Background: an optimization exercise with open tools, aiming at small area, a short achievable clock period and few clock cycles per item. Do not read the settings as production practice. The RTL was checked by simulation tests, not by an equivalence proof against the original design. Power figures rest on the tool's default switching activity, not on a simulated workload.

==> flow/design.v, too long to show whole: its modules and the start of the top module <==
// module fir_mac_rhe: 1889 lines
module fir_mac_rhe (
    input  wire        clk,
    input  wire        rst,         
    input  wire        in_valid,
    output wire        in_ready,
    input  wire [31:0] in_coef,
    input  wire [31:0] in_sample,
    input  wire        in_last,
    input  wire [5:0]  in_shift,
    output reg         out_valid,
    output reg  [31:0] out_data
);
  // ...
==> flow/flow/run.sh <==
#!/bin/bash
# Own layout flow: the standard flow (standard synthesis, floorplan,
# placement, CTS, routing) with a tighter setup repair target, so the
# resizer works toward a shorter clock period than the constraint's.
# Each tool's output goes to a log file of its own in this folder.
set -euo pipefail
MARGIN=$(cat flow/margin.txt 2>/dev/null || echo 6)
bash standard.sh synth > synth.log 2>&1
bash standard.sh SETUP_SLACK_MARGIN=$MARGIN floorplan > floorplan.log 2>&1
bash standard.sh SETUP_SLACK_MARGIN=$MARGIN place > place.log 2>&1
bash standard.sh SETUP_SLACK_MARGIN=$MARGIN cts > cts.log 2>&1
bash standard.sh SETUP_SLACK_MARGIN=$MARGIN route > route.log 2>&1
bash standard.sh SETUP_SLACK_MARGIN=$MARGIN finish > finish.log 2>&1
==> flow/flow/margin.txt <==
6
==> flow/standard.sh <==
#!/bin/bash
# synth_recipe.tcl (not shown) runs the flow's synth.tcl, then flattens the netlist and writes it again
# the make line also repeats each setting of config.mk as NAME=value (left out here)
make -C /OpenROAD-flow-scripts/flow DESIGN_CONFIG=/design/flow/config.mk WORK_HOME=/design/flow/orfs CLKGATE_MAP_FILE= SYNTH_SCRIPT=/design/flow/synth_recipe.tcl "${@:-finish}"
==> flow/config.mk <==
export PLATFORM = sky130hd
export DESIGN_NAME = fir_mac_rhe
export DESIGN_NICKNAME = fir_mac_rhe
export VERILOG_FILES = /design/flow/design.v
export SDC_FILE = /design/flow/constraint.sdc
export NUM_CORES = 4
export LEC_CHECK = 0
export ABC_AREA = 1
export CAP_MARGIN = 20
export CORE_MARGIN = 2
export CORE_UTILIZATION = 40
export PLACE_DENSITY = 0.6
export SLEW_MARGIN = 20
==> flow/constraint.sdc <==
create_clock -name core_clock -period 10.0 [get_ports {clk}]
set_input_delay 2.0000 -clock core_clock [delete_from_list [all_inputs] [get_ports {clk}]]
set_output_delay 2.0000 -clock core_clock [all_outputs]
set_load 0.01 [all_outputs]
==> out/qor.yml, run 1 <==
die:
  die_h_um: 311
  fp.dieW_um: 311
status:
  outcome: "finished clean"
layout:
  drive_above_1_share_pct: 7.44
  clock_area_share_pct: 4.19
  fin_area_um2: 41800
  final_common_cell: "inv_1"
timing:
  layout_min_cycle_time_ns: 4.08
clock_tree:
  post_cts_buffers: 15
  cts_resized: 58
  clk_path_buf_depth: 3
logic_synthesis:
  synth_cell_types: 47
  synth_nets: 5295
  synth_compound_area_share_pct: 15.8
  synthSimpleGateAreaFrac_pct: 15.6
  synth.area.top_cells: "dfxtp_1 23%, fa_1 18%, xor2_1 10%"
  netlist_area_um2: 37700
power_and_ir_drop:
  power.switching_mw: 6.27
  p_int_mw: 6.69
  seq_power_share_pct: 22.8
  seq_cell_power_mw: 2.95
grt:
  met2_usage_pct: 42.2
  grt_max_degree: 61
hold_path:
  hold_class: "reg2reg"
worst_setup_path:
  cp_max_fo: 26
  cp-endpoint: "pp_c31[1]"
Testbench counts, summed over its fixed seeds: cycles 26,362, items 26,330.
==> run 2: changes to the inputs <==
==> flow/run.sh (new file) <==
#!/bin/bash
# synth_recipe.tcl (not shown) runs the flow's synth.tcl, then flattens the netlist and writes it again
# the make line also repeats each setting of config.mk as NAME=value (left out here)
make -C /OpenROAD-flow-scripts/flow DESIGN_CONFIG=/design/flow/config.mk WORK_HOME=/design/flow/orfs CLKGATE_MAP_FILE= SYNTH_SCRIPT=/design/flow/synth_recipe.tcl finish
removed: flow/flow/run.sh
removed: flow/flow/margin.txt
removed: flow/standard.sh
==> out/qor.yml, run 2 <==
status:
  outcome: "finished clean"  # unchanged
layout:
  layout_common_cells: "703 x inv_1, 683 x nand2_1, 432 x xor2_1"  # was 681 x inv_1, 675 x nand2_1, 432 x xor2_1
  nets: 5148  # was 5188
  area_growth_pct: 8.77  # was 10.8%
  fillers: 9430  # was 9371
  largest_reg_flops: 76  # unchanged
  final_common_cell: "inv_1"  # unchanged
  drive_above_1_share_pct: 5.18  # was 7.44%
  top_register: "acc"  # unchanged
  fin_cells: 5866  # was 5904
  diodes: 0  # unchanged
  final_core_util_pct: 43.9  # was 44.7%
  largest_registers: "acc: 76 flops, x3_r: 33 flops, out_data: 32 flops"  # unchanged
  fin_area_um2: 41100  # was 41800 µm²
clock_tree:
  clk_pin_slew_ns: 0.05  # was 0.06 ns
  insertion_delay_ns: 0.64  # was 0.65 ns
  post_cts_buffers: 0  # was 15
  cts_tree: "done"  # unchanged
  cts_sinks: 428  # unchanged
  htreeDepth: 2  # unchanged
  cts-root-buf: "clkbuf_16"  # unchanged
  numCtsBuffers: 49  # was 48
  cts_resized: 0  # was 58
  hold_buffers: 0  # unchanged
  clk_path_buf_depth: 3  # unchanged
logic_synthesis:
  synth_nets: 5295  # unchanged
  netlist_top_cells_count: "703 x inv_1, 683 x nand2_1, 432 x xor2_1, 428 x dfxtp_1, 401 x nand3_1"  # unchanged
  ys_warn_count: 1  # unchanged
  synth_top_cell_by_area: "dfxtp_1"  # unchanged
  netlist.area_leader.share_pct: 22.7  # unchanged
  synth_edf_count: 0  # unchanged
  yosysMostFrequentCell: "inv_1"  # unchanged
  netlist_area_um2: 37700  # unchanged
  synth.area.top_cells: "dfxtp_1 23%, fa_1 18%, xor2_1 10%"  # unchanged
  syn_inst: 4719  # unchanged
  yosys_register_bits: 428  # unchanged
  async_flop_share_pct: 0  # unchanged
  synth_ff_type: "dfxtp_1"  # unchanged
  yosysSeqAreaShare_pct: 22.7  # unchanged
  synth_cell_types: 47  # unchanged
  syn_avg_cell_area_um2: 8.00  # unchanged
timing:
  finClkSkew_ns: 0.0231  # was 0.0361 ns
  tightest_slew_ns: 1.19  # was 1.02 ns
  finalHoldViolCount: 0  # unchanged
  fmax_mhz: 205  # was 245 MHz
  maxSlewHeadroom_pct: 20.8  # was 32.0%
  setup_ws_ns: 5.12  # was 5.92 ns
  finalCritPeriodShare_pct: 48.8  # was 40.8%
  fin_tns_setup_ns: 0  # unchanged
  layout_min_cycle_time_ns: 4.88  # was 4.08 ns
  rsz0062_at_grt: "no"  # was yes
  drv_slew: 0  # unchanged
  setup_viol: 0  # unchanged
  hold_slack_ns: 0.325  # was 0.324 ns
place:
  post-place-ws_ns: 4.60  # was 4.74 ns
  dp_hpwl_mm: 99.1  # was 99.8 mm
  port_buffers: 106  # unchanged
  place_inst: 5775  # was 5774
  dpl-instance-area_um2: 39400  # about the same
  gp_congestion: 1.01  # about the same
worst_setup_path:
  startpoint_type: "flop"  # unchanged
  critPathSlowestCell: "buf_4"  # was dfxtp_2
  arrival_ns: 5.40  # was 4.57 ns
  path_cells: "nor2_4, buf_4, inv_1, buf_4, nor2_1, ha_1, inv_1, fa_1, nor2_1, a211oi_1, o21ai_1, nand2_1, nand2_1, nand3_1, nand2_1, nand2_1, nand2_1, buf_4, nand2_1, nand2_1, inv_1, fa_1, xnor2_1"  # was inv_2, xor2_1, fa_1, inv_1, fa_1, inv_1, fa_1, fa_1
  cp.required_ns: 10.52  # was 10.49 ns
  end_kind: "flop"  # unchanged
  worstSetupPathType: "reg2reg"  # unchanged
  cp_max_fo: 56  # was 26
  crit_path_max_incr_delay_ns: 0.51  # was 0.72 ns
  crit_top_cell: "nand2_1"  # was fa_1
grt:
  grt_pass1_vias: 33900  # was 34200
  grt_use_total_pct: 28.3  # was 28.7%
  antenna_found_initial: 2  # was 1
  grt_max_degree: 61  # unchanged
  grt_pass1_wl_mm: 211  # was 213 mm
  overflow: 0  # unchanged
hold_path:
  hold_class: "reg2reg"  # unchanged
power_and_ir_drop:
  finalPower_mw: 12.6  # was 13.0 mW
  p_per_area_nw_per_um2: 307  # was 310 nW/µm²
  leakagePower_nw: 18.7  # was 19.0 nW
  irDropWorstVdd_v: 0.000248  # was 0.000253 V
route:
  via_per_inst: 5.89  # was 5.92
  finalWirelength_mm: 139  # was 142 mm
  vias: 34600  # was 34900
  ant_nets: 0  # unchanged
  dr.pass1.iters: 9  # was 12
  drc_errors: 0  # unchanged
  drt_iter0_drc: 4961  # was 5327
  wire_per_inst_um: 23.8  # was 24.0 µm
die:
  dieArea_um2: 96800  # unchanged
  die_h_um: 311  # unchanged
  rows: 112  # unchanged
  fp.dieW_um: 311  # unchanged
  initial_utilization_pct: 40.4  # unchanged
  core_um2: 93500  # unchanged
  ios: 108  # unchanged
flow_run:
  cap_violations: 0  # unchanged
==> run 2: cell counts after synthesis <==
Identical to the previous run, type by type.
==> run 2: worst paths after layout <==
check                           startpoint  cells past startpoint  slack [ns]  endpoint
worst min-delay path                sh0[2]                      0        0.32    sh1[2]
worst min register to register      sh0[2]                      0        0.32    sh1[2]
worst max register to register          l2                     23        5.12   acc[65]
worst max-delay path                    l2                     23        5.12   acc[65]
==> run 2: final cells by class <==
type	instances	area [µm²]	area share, %
multi-input combinational	3186	24800	60.5
sequential	428	8590	20.9
inverter	716	2700	6.57
timing repair buffer	191	1700	4.14
tap	1254	1570	3.82
clock buffer	65	1390	3.38
clock inverter	26	272	0.661
==> run 2: logic make-up (layout without fill, tap and decap cells) <==
group,after synthesis,in the layout,synth area share [%]
AND/OR/NAND/NOR,1369,1369,15.6
flip-flops,428,428,22.7
XOR/XNOR,471,471,10.9
buffers and inverters,1105,998,11.5
other,1,1,0.00994
AO/OA/AOI/OAI,843,843,15.8
adder cells (fa/ha/maj),502,502,23.4
==> run 2: report_power, final <==
| part | leakage [nW] | internal (mW) | switching (mW) |
|---|---|---|---|
| Combinational | 14.4 | 3.03 | 4.82 |
| Sequential | 3.59 | 2.36 | 0.587 |
| Clock | 0.797 | 1.06 | 0.766 |
| Total | 18.7 | 6.45 | 6.17 |
==> run 2: layer usage <==
layer / part of all wire, % / track usage [%] / up-vias
met2: 40 / 40.8 / 2441
met1: 40 / 36.5 / 16100
met5: 0.019 / 0 / -
met4: 6.8 / 15.2 / 4
li1: - / - / 15400
met3: 13 / 10.5 / 641
==> run 2: worst max-delay path, delay by kind of cell, from the launching register on <==
kind,cells,cell delay (ns)
and+or+nand+nor,11,1.55
DFF,1,0.33
xor gates and xnor gates,1,0.13
AOI/OAI and AO/OA,2,0.35
buffers and inverters,6,1.27
adders and majority gates,3,1.07

==> separate check: timing with driven ports <==
No port has a modelled driver above. Below, the same layouts with a new extraction and two added sets of constraints. Step 1 (the two cells are an assumption about what drives the block):
set clk [get_ports {clk}]
set_driving_cell -lib_cell sky130_fd_sc_hd__clkbuf_16 $clk
set_driving_cell -lib_cell sky130_fd_sc_hd__buf_2 [delete_from_list [all_inputs] $clk]
Step 2 also shifts input and output timing later by t, the mid clock arrival at the registers, as if the neighbouring blocks saw the same clock. Three values: ideal, step 1, step 2; two values: the first two.
run	t (ns)	setup slack, ns	worst data-port slew with drivers (ns)
run 1	0.692	5.918 / 5.918 / 5.555	0.05
run 2	0.689	5.121 / 5.121 / 4.592	0.06
After both steps setup and hold are still met in every run listed. For run 2, which loses most, drivers alone change the setup slack by 0.000 ns; drivers and shift together by -0.529 ns.
